Context: an optimization exercise on an open-source flow, tuned for small area. The choices shown serve that exercise and are no tape-out recipe. Function was checked by simulation only, so behaviour that the tests miss may differ from the original. Power figures rest on the tool's default switching activity, not on a simulated workload.

// hc11mon_dl
module hc11mon_dl #(
    parameter [15:0] MIN      = 16'h0400,
    parameter [15:0] MAX      = 16'h7DFF,
    parameter [15:0] LF_START = 16'h1000,
    parameter [15:0] LF_MAX   = 16'h7DC0
) (
    input  wire        clk,
    input  wire        rst,
    input  wire        cmd_valid,
    output wire        cmd_ready,
    input  wire [1:0]  cmd_op,
    input  wire [15:0] cmd_start,
    input  wire [15:0] cmd_end,
    input  wire        in_valid,
    output wire        in_ready,
    input  wire [7:0]  in_data,
    input  wire        in_eos,
    output wire        mem_req,
    output wire        mem_we,
    output wire [15:0] mem_addr,
    output wire [7:0]  mem_wdata,
    input  wire        mem_ack,
    input  wire [7:0]  mem_rdata,
    output wire        ev_valid,
    input  wire        ev_ready,
    output wire [2:0]  ev_type,
    output wire [15:0] ev_addr,
    output wire [15:0] ev_data,
    output wire [15:0] ev_line,
    output wire [2:0]  ev_kind,
    output wire        ev_flag,
    output wire [2:0]  ev_len,
    output wire [47:0] ev_raw,
    output wire [2:0]  ev_fam,
    output wire [3:0]  ev_sfx,
    output wire [2:0]  ev_opform
);
export LEC_CHECK = 0
export CAP_MARGIN = 20
export CORE_MARGIN = 2
export CORE_UTILIZATION = 65
export CTS_BUF_LIST = sky130_fd_sc_hd__clkbuf_8
export PLACE_DENSITY = 0.8
export SLEW_MARGIN = 20
create_clock -name core_clock -period 10.0 [get_ports {clk}]
standard.sh (not shown) runs the stock make flow with config.mk's settings and CLKGATE_MAP_FILE= SYNTH_SCRIPT=/design/flow/synth_recipe.tcl, a recipe that flattens the netlist after the stock synthesis.
==> flow/flow/run.sh <==
#!/bin/bash
# Own layout flow: the standard flow (standard.sh) with two changes.
#  1. Synthesis maps the logic with ABC's default area-oriented script instead of
#     ORFS's delay-oriented one (the 10 ns clock has ample slack). Everything else in
#     the synthesis is synth_recipe.tcl unchanged: same passes, same register mapping,
#     flattening and renaming.
#  2. The port buffers that placement inserts on every input and output are the
#     smallest buffer cell (buf_1).
#  3. Clock tree synthesis builds the tree from clkbuf_8 and adds no dummy loads
#     (-dont_use_dummy_load); every register is still clocked through the buffered tree.
# Each tool's output goes to the ORFS logs under orfs/logs; make's own output goes to
# flow_make.log.
set -euo pipefail
here=$(pwd)

# synthesis script: synth_recipe.tcl with its "source .../synth.tcl" replaced by a copy
# of synth.tcl whose abc call uses the default script (flow/area_abc.tcl does this)
python3 - "$here" <<'PY'
import sys, re
here = sys.argv[1]
src = open(f"{here}/synth_recipe.tcl").read()
line = "source $::env(SCRIPTS_DIR)/synth.tcl"
assert line in src, "synth_recipe.tcl changed"
src = src.replace(line, f"source {here}/flow/area_abc.tcl")
open(f"{here}/own_synth.tcl", "w").write(src)
std = open(f"{here}/standard.sh").read()
new, n = re.subn(r"SYNTH_SCRIPT=\S*synth_recipe\.tcl", f"SYNTH_SCRIPT={here}/own_synth.tcl", std)
assert n == 1, "standard.sh changed"
open(f"{here}/own_standard.sh", "w").write(new)
PY

export BUFFER_PORTS_ARGS="-buffer_cell sky130_fd_sc_hd__buf_1"
export CTS_ARGS="-sink_clustering_enable -sink_clustering_size 40 -sink_clustering_max_diameter 300 -sink_clustering_levels 1 -repair_clock_nets -dont_use_dummy_load -buf_list sky130_fd_sc_hd__clkbuf_8"
bash "$here/own_standard.sh" > "$here/flow_make.log" 2>&1
==> flow/flow/area_abc.tcl <==
# ORFS synth.tcl, run with one change: the abc call maps with ABC's default script
# (area oriented, no delay target) instead of the script chosen by synth_preamble.tcl.
set f [open $::env(SCRIPTS_DIR)/synth.tcl]
set txt [read $f]
close $f
set old {log_cmd abc {*}$abc_args}
if { [string first $old $txt] < 0 } { error "abc call not found in synth.tcl" }
set new {log_cmd abc {*}$lib_args {*}$lib_dont_use_args}
uplevel #0 [string map [list $old $new] $txt]
The first run went through all stages and came out clean.
Then changed:
--- a/flow/flow/run.sh
+++ b/flow/flow/run.sh
@@ -33 +33 @@
-export CTS_ARGS="-sink_clustering_enable -sink_clustering_size 40 -sink_clustering_max_diameter 300 -sink_clustering_levels 1 -repair_clock_nets -dont_use_dummy_load -buf_list sky130_fd_sc_hd__clkbuf_8"
+export CTS_ARGS="-sink_clustering_enable -repair_clock_nets -dont_use_dummy_load -buf_list sky130_fd_sc_hd__clkbuf_8"
--- a/flow/config.mk
+++ b/flow/config.mk
@@ -10 +10 @@
-export CORE_UTILIZATION = 65
+export CORE_UTILIZATION = 72
@@ -12 +12 @@
-export PLACE_DENSITY = 0.8
+export PLACE_DENSITY = 0.85
Outcome:
- The changed run finished clean
- first-iteration DRC count came out higher by well over a third
- power shrinks slightly
- wire length shrinks by a little under a tenth
- clock skew increases by 0.0042 ns
- core utilization rises by 7.9 points
- cell count went down slightly
- synthesized cell count stays the same


Setup of amber:
hc11mon_dl, a different RTL version from the one above (not shown whole).
Size in the first run: ~140 flip-flops, roughly 0.0075 mm² of cells after synthesis.
Design hc11mon_dl, start of the top module:
module hc11mon_dl #(
    parameter [15:0] MIN      = 16'h0400,
    parameter [15:0] MAX      = 16'h7DFF,
    parameter [15:0] LF_START = 16'h1000,
    parameter [15:0] LF_MAX   = 16'h7DC0
) (
    input  wire        clk,
    input  wire        rst,
    input  wire        cmd_valid,
    output wire        cmd_ready,
    input  wire [1:0]  cmd_op,
    input  wire [15:0] cmd_start,
    input  wire [15:0] cmd_end,
    input  wire        in_valid,
    output wire        in_ready,
    input  wire [7:0]  in_data,
    input  wire        in_eos,
    output wire        mem_req,
    output wire        mem_we,
    output wire [15:0] mem_addr,
    output wire [7:0]  mem_wdata,
    input  wire        mem_ack,
    input  wire [7:0]  mem_rdata,
    output wire        ev_valid,
    input  wire        ev_ready,
    output wire [2:0]  ev_type,
    output wire [15:0] ev_addr,
    output wire [15:0] ev_data,
    output wire [15:0] ev_line,
    output wire [2:0]  ev_kind,
    output wire        ev_flag,
    output wire [2:0]  ev_len,
    output wire [47:0] ev_raw,
    output wire [2:0]  ev_fam,
    output wire [3:0]  ev_sfx,
    output wire [2:0]  ev_opform
);
==> flow/config.mk <==
export PLATFORM = sky130hd
export DESIGN_NAME = hc11mon_dl
export DESIGN_NICKNAME = hc11mon_dl
export VERILOG_FILES = /design/flow/design.v
export SDC_FILE = /design/flow/constraint.sdc
export NUM_CORES = 4
export LEC_CHECK = 0
export CAP_MARGIN = 20
export CORE_MARGIN = 2
export CORE_UTILIZATION = 40
export CTS_BUF_LIST = sky130_fd_sc_hd__clkbuf_8
export PLACE_DENSITY = 0.6
export SLEW_MARGIN = 20
==> flow/constraint.sdc <==
create_clock -name core_clock -period 10.0 [get_ports {clk}]
set_input_delay 2.0000 -clock core_clock [delete_from_list [all_inputs] [get_ports {clk}]]
set_output_delay 2.0000 -clock core_clock [all_outputs]
set_load 0.01 [all_outputs]
==> flow/flow/run.sh <==
#!/bin/bash
# Own layout flow: the standard flow (standard.sh) with two changes.
#  1. Synthesis maps the logic with ABC's default area-oriented script instead of
#     ORFS's delay-oriented one (the 10 ns clock has ample slack). Everything else in
#     the synthesis is synth_recipe.tcl unchanged: same passes, same register mapping,
#     flattening and renaming.
#  2. The port buffers that placement inserts on every input and output are the
#     smallest buffer cell (buf_1).
# Each tool's output goes to the ORFS logs under orfs/logs; make's own output goes to
# flow_make.log.
set -euo pipefail
here=$(pwd)

# synthesis script: synth_recipe.tcl with its "source .../synth.tcl" replaced by a copy
# of synth.tcl whose abc call uses the default script (flow/area_abc.tcl does this)
python3 - "$here" <<'PY'
import sys, re
here = sys.argv[1]
src = open(f"{here}/synth_recipe.tcl").read()
line = "source $::env(SCRIPTS_DIR)/synth.tcl"
assert line in src, "synth_recipe.tcl changed"
src = src.replace(line, f"source {here}/flow/area_abc.tcl")
open(f"{here}/own_synth.tcl", "w").write(src)
std = open(f"{here}/standard.sh").read()
new, n = re.subn(r"SYNTH_SCRIPT=\S*synth_recipe\.tcl", f"SYNTH_SCRIPT={here}/own_synth.tcl", std)
assert n == 1, "standard.sh changed"
open(f"{here}/own_standard.sh", "w").write(new)
PY

export BUFFER_PORTS_ARGS="-buffer_cell sky130_fd_sc_hd__buf_1"
export CTS_ARGS="-sink_clustering_enable -repair_clock_nets -dont_use_dummy_load -buf_list sky130_fd_sc_hd__clkbuf_8"
bash "$here/own_standard.sh" > "$here/flow_make.log" 2>&1
Scripts as last shown in full above: flow/flow/area_abc.tcl
Every stage of the flow completed for amber, and the final layout passed the timing, DRC and antenna checks.
Here is what was changed in the inputs of onyx compared with amber.
-- flow/flow/run.sh --
<<< amber, line 30
export BUFFER_PORTS_ARGS="-buffer_cell sky130_fd_sc_hd__buf_1"
export CTS_ARGS="-sink_clustering_enable -repair_clock_nets -dont_use_dummy_load -buf_list sky130_fd_sc_hd__clkbuf_8"
bash "$here/own_standard.sh" > "$here/flow_make.log" 2>&1
>>> onyx, line 30
export BUFFER_PORTS_ARGS="-buffer_cell sky130_fd_sc_hd__buf_1"
export CTS_ARGS="-sink_clustering_enable -repair_clock_nets -dont_use_dummy_load -sink_clustering_size 30 -sink_clustering_max_diameter 100 -buf_list sky130_fd_sc_hd__clkbuf_8"
bash "$here/own_standard.sh" > "$here/flow_make.log" 2>&1
==> comparison <==
- Summary of onyx over amber: worst ir drop on vdd level, fraction of area in registers did not really move, number of cells on the worst reg-to-reg path held steady, worst path required time was more or less identical.
### onyx -> willow
-- flow/flow/run.sh --
<<< onyx, line 30
export BUFFER_PORTS_ARGS="-buffer_cell sky130_fd_sc_hd__buf_1"
export CTS_ARGS="-sink_clustering_enable -repair_clock_nets -dont_use_dummy_load -sink_clustering_size 30 -sink_clustering_max_diameter 100 -buf_list sky130_fd_sc_hd__clkbuf_8"
bash "$here/own_standard.sh" > "$here/flow_make.log" 2>&1
>>> willow, line 30
export BUFFER_PORTS_ARGS="-buffer_cell sky130_fd_sc_hd__buf_1"
export CTS_ARGS="-sink_clustering_enable -repair_clock_nets -dont_use_dummy_load -sink_clustering_size 40 -sink_clustering_max_diameter 200 -buf_list sky130_fd_sc_hd__clkbuf_16"
bash "$here/own_standard.sh" > "$here/flow_make.log" 2>&1
## What came out
- Delta (willow minus onyx): total of plain and repair buffers excluding clock buffers now sits at about the same level; register share of the cell area now sits lower; critical path depth now sits at about the same level; total number of vias now sits higher; arrival time at the worst endpoint now sits lower.
- Destination of the critical timing path: pbc[1]$_SDFFCE_PP0P_ -> willow, pbc[0]$_SDFFCE_PP0P_ -> onyx
- Looking at slew at the pin closest to its max-slew limit, willow sits 12 ps lower than onyx does.
- Total power: willow vs onyx up 7.0%
- willow vs onyx, final area went up by 2.2%.
What indigo does differently from willow at the input level:
- a change of PLACE_DENSITY from 0.6 to 0.8
- a change of CORE_UTILIZATION from 40 to 65
-- flow/flow/run.sh --
<<< willow, line 30
export BUFFER_PORTS_ARGS="-buffer_cell sky130_fd_sc_hd__buf_1"
export CTS_ARGS="-sink_clustering_enable -repair_clock_nets -dont_use_dummy_load -sink_clustering_size 40 -sink_clustering_max_diameter 200 -buf_list sky130_fd_sc_hd__clkbuf_16"
bash "$here/own_standard.sh" > "$here/flow_make.log" 2>&1
>>> indigo, line 30
export BUFFER_PORTS_ARGS="-buffer_cell sky130_fd_sc_hd__buf_1"
export CTS_ARGS="-sink_clustering_enable -repair_clock_nets -dont_use_dummy_load -buf_list sky130_fd_sc_hd__clkbuf_8"
bash "$here/own_standard.sh" > "$here/flow_make.log" 2>&1
[summary]
indigo finished every stage and its layout cleared the timing, DRC and antenna checks.
Between willow and indigo, the combinational cell fraction of total power is lower for willow.
Number of global-route vias before repair of indigo exceeds that of willow by a little under 10%.
Summary — global-route usage over all layers, indigo relative to willow: higher, by 15 points.
On total leakage power, the higher figure sits with willow, not indigo.
Comparing willow and indigo, the higher die area is on willow.
When the final numbers for willow and indigo were put side by side, the endpoint arrival time on the critical path turned out to be greater in indigo.
willow and indigo ended up with nearly the same clock transition at the registers of the reported paths.
Ratio of cells with drive above 1 in the final layout, willow and indigo: larger value in willow
indigo vs. willow: maximum operating frequency went down by 0.59%.
Comparing willow and indigo, the higher total net switching power was measured on indigo.
Relative to willow, shortest period the worst path allows has gone up in indigo.

==> what the ideal ports hide <==
The flow's constraints put no driver on any port. The routed layouts listed below were extracted and timed again, unchanged, in two steps.
Step 1 assumes that a clkbuf_16 drives the clock port and a buf_2 every other input.
Step 2 adds t to the input delays and takes it off the output delays; t is the mean of the earliest and latest rising clock arrival at the registers after step 1. Input paths then give back, and output paths get back, about the clock's delay inside the block.
a / b / c = ideal / step 1 / step 2; a / b = the first two.
| run | t, ns | setup WS [ns] | worst slew at a driven data input, ns |
|---|---|---|---|
| the first run of note 1 | 0.487 | 4.888 / 4.888 / 4.888 | 0.04 |
| the second run of note 1 | 0.469 | 4.587 / 4.587 / 4.587 | 0.06 |
| amber | 0.480 | 4.912 / 4.912 / 4.912 | 0.04 |
| onyx | 0.480 | 4.912 / 4.912 / 4.912 | 0.04 |
| willow | 0.450 | 4.901 / 4.901 / 4.901 | 0.04 |
| indigo | 0.475 | 4.871 / 4.871 / 4.871 | 0.04 |
After both steps every run listed still meets setup and hold.
